This is an optimization exercise on Yosys and OpenROAD, whose aim is small area and a short achievable clock period, not a production implementation.
RTL that was checked went through simulation tests only; none was proved equivalent to the original.
Power and IR drop assume default switching activity.

==> exp/xenon <==
==> flow/design.v (excerpt) <==
module bit_twiddle (
    input  wire         clk,
    input  wire         rst,
    input  wire         in_valid,
    input  wire [5:0]   cmd,
    input  wire [127:0] value,
    input  wire [127:0] distance,
    output reg          out_valid,
    output reg  [1:0]   status,
    output reg  [127:0] result
);
==> module bt_pop_b, before the edit <==
module bt_pop_b (
    input  wire [26:0] p,
    output wire [6:0] q
);
    wire pb_1, pb_2, pb_3, pb_4, pb_5, pb_6, pb_7, pb_8, pb_9, pb_10, pb_11, pb_12, pb_13, pb_14, pb_15, pb_16, pb_17, pb_18, pb_19, pb_20, pb_21, pb_22, pb_23, pb_24, pb_25, pb_26, pb_27, pb_28, pb_29, pb_30, pb_31, pb_32, pb_33, pb_34, pb_35, pb_36, pb_37, pb_38, pb_39, pb_40;
    assign pb_1 = p[0] ^ p[1];
    assign pb_2 = p[0] & p[1];
    assign pb_3 = p[3] ^ p[4] ^ p[5];
    assign pb_4 = (p[3] & p[4]) | (p[5] & (p[3] ^ p[4]));
    assign pb_5 = p[6] ^ p[7] ^ p[8];
    assign pb_6 = (p[6] & p[7]) | (p[8] & (p[6] ^ p[7]));
    assign pb_7 = pb_2 ^ pb_3;
    assign pb_8 = pb_2 & pb_3;
    assign pb_9 = p[10] ^ p[11] ^ p[12];
    assign pb_10 = (p[10] & p[11]) | (p[12] & (p[10] ^ p[11]));
    assign pb_11 = p[13] ^ p[14] ^ p[15];
    assign pb_12 = (p[13] & p[14]) | (p[15] & (p[13] ^ p[14]));
    assign pb_13 = p[16] ^ p[17] ^ p[18];
    assign pb_14 = (p[16] & p[17]) | (p[18] & (p[16] ^ p[17]));
    assign pb_15 = p[9] ^ pb_4 ^ pb_6;
    assign pb_16 = (p[9] & pb_4) | (pb_6 & (p[9] ^ pb_4));
    assign pb_17 = pb_11 ^ pb_13 ^ pb_9;
    assign pb_18 = (pb_11 & pb_13) | (pb_9 & (pb_11 ^ pb_13));
    assign pb_19 = pb_8 ^ pb_15;
    assign pb_20 = pb_8 & pb_15;
    assign pb_21 = p[19] ^ p[20] ^ p[21];
    assign pb_22 = (p[19] & p[20]) | (p[21] & (p[19] ^ p[20]));
    assign pb_23 = p[22] ^ p[23] ^ p[24];
    assign pb_24 = (p[22] & p[23]) | (p[24] & (p[22] ^ p[23]));
    assign pb_25 = p[25] ^ pb_10 ^ pb_12;
    assign pb_26 = (p[25] & pb_10) | (pb_12 & (p[25] ^ pb_10));
    assign pb_27 = pb_14 ^ pb_21 ^ pb_23;
    assign pb_28 = (pb_14 & pb_21) | (pb_23 & (pb_14 ^ pb_21));
    assign pb_29 = pb_16 ^ pb_18 ^ pb_25;
    assign pb_30 = (pb_16 & pb_18) | (pb_25 & (pb_16 ^ pb_18));
    assign pb_31 = pb_27 ^ pb_20;
    assign pb_32 = pb_27 & pb_20;
    assign pb_33 = p[26] ^ pb_22 ^ pb_24;
    assign pb_34 = (p[26] & pb_22) | (pb_24 & (p[26] ^ pb_22));
    assign pb_35 = pb_26 ^ pb_28 ^ pb_33;
    assign pb_36 = (pb_26 & pb_28) | (pb_33 & (pb_26 ^ pb_28));
    assign pb_37 = pb_30 ^ pb_32;
    assign pb_38 = pb_30 & pb_32;
    assign pb_39 = pb_34 ^ pb_36;
    assign pb_40 = pb_34 & pb_36;
    wire [6:0] ra = {pb_40, pb_39, pb_35, pb_29, pb_17, pb_5, p[2]};
    wire [6:0] rb = {1'b0, pb_38, pb_37, pb_31, pb_19, pb_7, pb_1};
    assign q = ra + rb;
endmodule
Settings: LEC_CHECK=0, CAP_MARGIN=40, CELL_PAD_IN_SITES_DETAIL_PLACEMENT=1, CELL_PAD_IN_SITES_GLOBAL_PLACEMENT=1, CORE_MARGIN=2, CORE_UTILIZATION=40, CTS_BUF_LIST=sky130_fd_sc_hd__clkbuf_8, GPL_TIMING_DRIVEN=0, PLACE_DENSITY=0.65, SETUP_SLACK_MARGIN=5, SLEW_MARGIN=40; clock period 9.0 ns.
standard.sh (not shown) runs the stock make flow with config.mk's settings and CLKGATE_MAP_FILE= SYNTH_SCRIPT=/design/flow/synth_recipe.tcl, a recipe that flattens the netlist after the stock synthesis.
==> flow/flow/run.sh <==
#!/bin/bash
set -euo pipefail
bash standard.sh "BUFFER_PORTS_ARGS=-buffer_cell sky130_fd_sc_hd__buf_1" SETUP_SLACK_MARGIN=5.4 finish > standard.log 2>&1
==> exp/pepper (differences from exp/xenon) <==
--- a/flow/config.mk
+++ b/flow/config.mk
@@ -11,6 +11,4 @@
 export CORE_MARGIN = 2
 export CORE_UTILIZATION = 40
-export CTS_BUF_LIST = sky130_fd_sc_hd__clkbuf_8
-export GPL_TIMING_DRIVEN = 0
 export PLACE_DENSITY = 0.65
 export SETUP_SLACK_MARGIN = 5
==> exp/harbor (differences from exp/xenon) <==
--- a/flow/design.v
+++ b/flow/design.v
@@ -371,12 +371,12 @@
 );
     wire pb_1, pb_2, pb_3, pb_4, pb_5, pb_6, pb_7, pb_8, pb_9, pb_10, pb_11, pb_12, pb_13, pb_14, pb_15, pb_16, pb_17, pb_18, pb_19, pb_20, pb_21, pb_22, pb_23, pb_24, pb_25, pb_26, pb_27, pb_28, pb_29, pb_30, pb_31, pb_32, pb_33, pb_34, pb_35, pb_36, pb_37, pb_38, pb_39, pb_40;
-    assign pb_1 = p[0] ^ p[1];
-    assign pb_2 = p[0] & p[1];
+    assign pb_1 = p[0] ^ p[1] ^ p[2];
+    assign pb_2 = (p[0] & p[1]) | (p[2] & (p[0] ^ p[1]));
     assign pb_3 = p[3] ^ p[4] ^ p[5];
     assign pb_4 = (p[3] & p[4]) | (p[5] & (p[3] ^ p[4]));
     assign pb_5 = p[6] ^ p[7] ^ p[8];
     assign pb_6 = (p[6] & p[7]) | (p[8] & (p[6] ^ p[7]));
-    assign pb_7 = pb_2 ^ pb_3;
-    assign pb_8 = pb_2 & pb_3;
+    assign pb_7 = pb_2 ^ pb_3 ^ pb_5;
+    assign pb_8 = (pb_2 & pb_3) | (pb_5 & (pb_2 ^ pb_3));
     assign pb_9 = p[10] ^ p[11] ^ p[12];
     assign pb_10 = (p[10] & p[11]) | (p[12] & (p[10] ^ p[11]));
@@ -389,6 +389,6 @@
     assign pb_17 = pb_11 ^ pb_13 ^ pb_9;
     assign pb_18 = (pb_11 & pb_13) | (pb_9 & (pb_11 ^ pb_13));
-    assign pb_19 = pb_8 ^ pb_15;
-    assign pb_20 = pb_8 & pb_15;
+    assign pb_19 = pb_15 ^ pb_8 ^ pb_17;
+    assign pb_20 = (pb_15 & pb_8) | (pb_17 & (pb_15 ^ pb_8));
     assign pb_21 = p[19] ^ p[20] ^ p[21];
     assign pb_22 = (p[19] & p[20]) | (p[21] & (p[19] ^ p[20]));
@@ -401,17 +401,21 @@
     assign pb_29 = pb_16 ^ pb_18 ^ pb_25;
     assign pb_30 = (pb_16 & pb_18) | (pb_25 & (pb_16 ^ pb_18));
-    assign pb_31 = pb_27 ^ pb_20;
-    assign pb_32 = pb_27 & pb_20;
+    assign pb_31 = pb_27 ^ pb_20 ^ pb_29;
+    assign pb_32 = (pb_27 & pb_20) | (pb_29 & (pb_27 ^ pb_20));
     assign pb_33 = p[26] ^ pb_22 ^ pb_24;
     assign pb_34 = (p[26] & pb_22) | (pb_24 & (p[26] ^ pb_22));
     assign pb_35 = pb_26 ^ pb_28 ^ pb_33;
     assign pb_36 = (pb_26 & pb_28) | (pb_33 & (pb_26 ^ pb_28));
-    assign pb_37 = pb_30 ^ pb_32;
-    assign pb_38 = pb_30 & pb_32;
-    assign pb_39 = pb_34 ^ pb_36;
-    assign pb_40 = pb_34 & pb_36;
-    wire [6:0] ra = {pb_40, pb_39, pb_35, pb_29, pb_17, pb_5, p[2]};
-    wire [6:0] rb = {1'b0, pb_38, pb_37, pb_31, pb_19, pb_7, pb_1};
-    assign q = ra + rb;
+    assign pb_37 = pb_30 ^ pb_35 ^ pb_32;
+    assign pb_38 = (pb_30 & pb_35) | (pb_32 & (pb_30 ^ pb_35));
+    assign pb_39 = pb_34 ^ pb_36 ^ pb_38;
+    assign pb_40 = (pb_34 & pb_36) | (pb_38 & (pb_34 ^ pb_36));
+    assign q[0] = pb_1;
+    assign q[1] = pb_7;
+    assign q[2] = pb_19;
+    assign q[3] = pb_31;
+    assign q[4] = pb_37;
+    assign q[5] = pb_39;
+    assign q[6] = pb_40;
 endmodule
 module bt_count (
==> flow/flow/run.sh (replaced) <==
#!/bin/bash
set -euo pipefail
bash standard.sh "BUFFER_PORTS_ARGS=-buffer_cell sky130_fd_sc_hd__buf_1" SETUP_SLACK_MARGIN=6.0 finish > standard.log 2>&1
==> flow/config.mk (replaced) <==
export PLATFORM = sky130hd
export DESIGN_NAME = bit_twiddle
export DESIGN_NICKNAME = bit_twiddle
export VERILOG_FILES = /design/flow/design.v
export SDC_FILE = /design/flow/constraint.sdc
export NUM_CORES = 4
export LEC_CHECK = 0
export CAP_MARGIN = 40
export CELL_PAD_IN_SITES_DETAIL_PLACEMENT = 2
export CELL_PAD_IN_SITES_GLOBAL_PLACEMENT = 2
export CORE_MARGIN = 2
export CORE_UTILIZATION = 55
export PLACE_DENSITY = 0.7
export SETUP_SLACK_MARGIN = 5
export SLEW_MARGIN = 40
==> summary of the runs <==
exp/xenon ended with an error in 5_1_grt (GRT-0232). exp/pepper finished clean. exp/harbor aborted during 3_1_place_gp_skip_io. Between exp/harbor and exp/xenon, the lower area after synthesis is in exp/harbor (gap about 0.9%, measured against exp/xenon). Between exp/harbor and exp/xenon, the lower synthesized cell count is in exp/harbor (gap about 1.4%, measured against exp/xenon).
For exp/xenon and exp/pepper, only the layout was checked, not whether the RTL still works.

* * *

==> inputs of willow <==
bit_twiddle again, from the RTL that the note above started with.
clock: 9.0 ns
lec_check: 0
cap_margin: 40
cell_pad_in_sites_detail_placement: 1
cell_pad_in_sites_global_placement: 1
core_margin: 2
core_utilization: 50
place_density: 0.72
setup_slack_margin: 5
slew_margin: 40
==> flow/flow/run.sh <==
#!/bin/bash
set -euo pipefail
bash standard.sh "BUFFER_PORTS_ARGS=-buffer_cell sky130_fd_sc_hd__buf_1" SETUP_SLACK_MARGIN=5.4 finish > standard.log 2>&1
==> indigo: changes against willow <==
--- a/flow/design.v
+++ b/flow/design.v
@@ -370,14 +370,14 @@
     output wire [6:0] q
 );
     wire pb_1, pb_2, pb_3, pb_4, pb_5, pb_6, pb_7, pb_8, pb_9, pb_10, pb_11, pb_12, pb_13, pb_14, pb_15, pb_16, pb_17, pb_18, pb_19, pb_20, pb_21, pb_22, pb_23, pb_24, pb_25, pb_26, pb_27, pb_28, pb_29, pb_30, pb_31, pb_32, pb_33, pb_34, pb_35, pb_36, pb_37, pb_38, pb_39, pb_40;
-    assign pb_1 = p[0] ^ p[1];
-    assign pb_2 = p[0] & p[1];
+    assign pb_1 = p[0] ^ p[1] ^ p[2];
+    assign pb_2 = (p[0] & p[1]) | (p[2] & (p[0] ^ p[1]));
     assign pb_3 = p[3] ^ p[4] ^ p[5];
     assign pb_4 = (p[3] & p[4]) | (p[5] & (p[3] ^ p[4]));
     assign pb_5 = p[6] ^ p[7] ^ p[8];
     assign pb_6 = (p[6] & p[7]) | (p[8] & (p[6] ^ p[7]));
-    assign pb_7 = pb_2 ^ pb_3;
-    assign pb_8 = pb_2 & pb_3;
+    assign pb_7 = pb_2 ^ pb_3 ^ pb_5;
+    assign pb_8 = (pb_2 & pb_3) | (pb_5 & (pb_2 ^ pb_3));
     assign pb_9 = p[10] ^ p[11] ^ p[12];
     assign pb_10 = (p[10] & p[11]) | (p[12] & (p[10] ^ p[11]));
     assign pb_11 = p[13] ^ p[14] ^ p[15];
@@ -388,8 +388,8 @@
     assign pb_16 = (p[9] & pb_4) | (pb_6 & (p[9] ^ pb_4));
     assign pb_17 = pb_11 ^ pb_13 ^ pb_9;
     assign pb_18 = (pb_11 & pb_13) | (pb_9 & (pb_11 ^ pb_13));
-    assign pb_19 = pb_8 ^ pb_15;
-    assign pb_20 = pb_8 & pb_15;
+    assign pb_19 = pb_15 ^ pb_8 ^ pb_17;
+    assign pb_20 = (pb_15 & pb_8) | (pb_17 & (pb_15 ^ pb_8));
     assign pb_21 = p[19] ^ p[20] ^ p[21];
     assign pb_22 = (p[19] & p[20]) | (p[21] & (p[19] ^ p[20]));
     assign pb_23 = p[22] ^ p[23] ^ p[24];
@@ -400,19 +400,23 @@
     assign pb_28 = (pb_14 & pb_21) | (pb_23 & (pb_14 ^ pb_21));
     assign pb_29 = pb_16 ^ pb_18 ^ pb_25;
     assign pb_30 = (pb_16 & pb_18) | (pb_25 & (pb_16 ^ pb_18));
-    assign pb_31 = pb_27 ^ pb_20;
-    assign pb_32 = pb_27 & pb_20;
+    assign pb_31 = pb_27 ^ pb_20 ^ pb_29;
+    assign pb_32 = (pb_27 & pb_20) | (pb_29 & (pb_27 ^ pb_20));
     assign pb_33 = p[26] ^ pb_22 ^ pb_24;
     assign pb_34 = (p[26] & pb_22) | (pb_24 & (p[26] ^ pb_22));
     assign pb_35 = pb_26 ^ pb_28 ^ pb_33;
     assign pb_36 = (pb_26 & pb_28) | (pb_33 & (pb_26 ^ pb_28));
-    assign pb_37 = pb_30 ^ pb_32;
-    assign pb_38 = pb_30 & pb_32;
-    assign pb_39 = pb_34 ^ pb_36;
-    assign pb_40 = pb_34 & pb_36;
-    wire [6:0] ra = {pb_40, pb_39, pb_35, pb_29, pb_17, pb_5, p[2]};
-    wire [6:0] rb = {1'b0, pb_38, pb_37, pb_31, pb_19, pb_7, pb_1};
-    assign q = ra + rb;
+    assign pb_37 = pb_30 ^ pb_35 ^ pb_32;
+    assign pb_38 = (pb_30 & pb_35) | (pb_32 & (pb_30 ^ pb_35));
+    assign pb_39 = pb_34 ^ pb_36 ^ pb_38;
+    assign pb_40 = (pb_34 & pb_36) | (pb_38 & (pb_34 ^ pb_36));
+    assign q[0] = pb_1;
+    assign q[1] = pb_7;
+    assign q[2] = pb_19;
+    assign q[3] = pb_31;
+    assign q[4] = pb_37;
+    assign q[5] = pb_39;
+    assign q[6] = pb_40;
 endmodule
 module bt_count (
     input  wire [127:0] value,
==> flow/flow/run.sh (replaced) <==
#!/bin/bash
# Layout flow: the standard flow (standard.sh: the standard synthesis,
# floorplan, placement, CTS, routing), except that the ports are buffered
# with plain buffers (buf_1) instead of the delay buffers buffer_ports picks
# by default. Every input and output port still gets its own buffer.
set -euo pipefail
bash standard.sh "BUFFER_PORTS_ARGS=-buffer_cell sky130_fd_sc_hd__buf_1" finish > standard.log 2>&1
Settings changed: ABC_CLOCK_PERIOD_IN_PS set to 3400, CELL_PAD_IN_SITES_DETAIL_PLACEMENT 1 to 2, CELL_PAD_IN_SITES_GLOBAL_PLACEMENT 1 to 2, CORE_UTILIZATION 50 to 30, PLACE_DENSITY 0.72 to 0.55.
==> run summary <==
- indigo passed the timing, design-rule and antenna checks. willow died in global routing (GRT-0116).
- Of indigo and willow, willow has the higher synthesized area (gap 0.92%, measured against willow).
- Synthesized cell count: willow is larger than indigo (1.4%).
No functional check of the RTL was part of willow.

* * *

==> run a: inputs <==
RTL: one of the versions met above, not the one the previous note started from.
clock: 9.0 ns
lec_check: 0
cap_margin: 40
cell_pad_in_sites_detail_placement: 1
cell_pad_in_sites_global_placement: 1
core_margin: 2
core_utilization: 40
place_density: 0.65
setup_slack_margin: 5
slew_margin: 40
==> flow/flow/run.sh <==
#!/bin/bash
# Layout flow: the standard flow (standard.sh: the standard synthesis,
# floorplan, placement, CTS, routing), except that the ports are buffered
# with plain buffers (buf_1) instead of the delay buffers buffer_ports picks
# by default. Every input and output port still gets its own buffer.
set -euo pipefail
bash standard.sh "BUFFER_PORTS_ARGS=-buffer_cell sky130_fd_sc_hd__buf_1" SETUP_SLACK_MARGIN=5.4 finish > standard.log 2>&1
==> run b (differences from run a) <==
==> flow/flow/run.sh (replaced) <==
#!/bin/bash
set -euo pipefail
bash standard.sh "BUFFER_PORTS_ARGS=-buffer_cell sky130_fd_sc_hd__buf_1" SETUP_SLACK_MARGIN=6.0 finish > standard.log 2>&1
==> run c (differences from run a) <==
==> flow/flow/run.sh (replaced) <==
#!/bin/bash
set -euo pipefail
bash standard.sh "BUFFER_PORTS_ARGS=-buffer_cell sky130_fd_sc_hd__buf_1" SETUP_SLACK_MARGIN=5.5 finish > standard.log 2>&1
==> run d (differences from run a) <==
--- a/flow/flow/run.sh
+++ b/flow/flow/run.sh
@@ -6,2 +6,2 @@
 set -euo pipefail
-bash standard.sh "BUFFER_PORTS_ARGS=-buffer_cell sky130_fd_sc_hd__buf_1" SETUP_SLACK_MARGIN=5.4 finish > standard.log 2>&1
+bash standard.sh "BUFFER_PORTS_ARGS=-buffer_cell sky130_fd_sc_hd__buf_1" finish > standard.log 2>&1
==> qor summary <==
item	run c	run d	run a	run b
Outcome	no timing/DRC/antenna violations	no timing/DRC/antenna violations	no timing/DRC/antenna violations	no timing/DRC/antenna violations
Post-CTS setup buffers	57	7	35	148
Total placed instance area	0.0278 sq mm	0.0277 sq mm	0.0278 sq mm	0.0278 sq mm
Portion of the layout cell area used by clock cells	4.35%	4.85%	4.43%	3.70%
Routed length on met3	20.8 mm	21.0 mm	19.6 mm	24.1 mm
Fillcell total	7553	7796	7780	7392
Number of inserted diodes	6	9	6	7
Global-route wire length before repair	223 mm	216 mm	216 mm	226 mm
FMAX	268 MHz	244 MHz	267 MHz	267 MHz
Detail-routed net length per standard cell	35.1 microns	34.5 microns	33.9 microns	35.8 microns
GRT Resource Usage Total	46.2%	45.2%	44.8%	47.2%
Dpl cells	4374	4374	4365	4366
Top cell by count, worst path	fa_2	buf_6	fa_1	buf_4
Storage cell area	0.00642 sq mm	0.00640 sq mm	0.00642 sq mm	0.00648 sq mm
Minimum clock period	3730 ps	4110 ps	3750 ps	3740 ps
Final std cell area, no fill	0.0328 sq mm	0.0300 sq mm	0.0313 sq mm	0.0359 sq mm
Clock share of power	26.2%	28.5%	27.0%	24.6%
GR Util met3	14.4%	16.0%	15.5%	18.4%
Layout Cells excl Fill	4565	4485	4506	4703
Total iterations of the first detailed-routing run	7	8	9	9
#MultiIn Comb	2385	2385	2385	2386

-- port drivers added, routing unchanged --
Ports are ideal in the flow. The routed layouts listed here were re-timed in OpenROAD.
Step 1 assumes that a clkbuf_16 drives the clock port and a buf_2 every other input.
Step 2 moves the port delays by t, midway between the first and last clock arrival at a register: inputs arrive t later, outputs are due t later. That takes back most of the time a late clock gives input paths.
Slacks: no drivers / after step 1 / after step 2; pairs: no drivers / after step 1.
run | t (ns) | slack for setup (ns) | latest minus earliest clock arrival (ns) | slew at the worst register clock pin (ns)
exp/pepper | 0.639 | 5.213 / 5.213 / 4.658 | 0.030 / 0.029 | 0.07 / 0.07
indigo | 0.674 | 4.899 / 4.899 / 4.341 | 0.027 / 0.027 | 0.08 / 0.08
run a | 0.645 | 5.254 / 5.267 / 4.623 | 0.047 / 0.047 | 0.08 / 0.08
run b | 0.635 | 5.257 / 5.257 / 4.673 | 0.025 / 0.024 | 0.08 / 0.08
run c | 0.664 | 5.271 / 5.274 / 4.653 | 0.049 / 0.049 | 0.07 / 0.07
run d | 0.641 | 4.894 / 4.894 / 4.462 | 0.043 / 0.044 | 0.07 / 0.07
After both steps every run listed still meets setup and hold. For run a, which loses most, drivers alone change the setup slack by +0.013 ns; drivers and shift together by -0.631 ns.
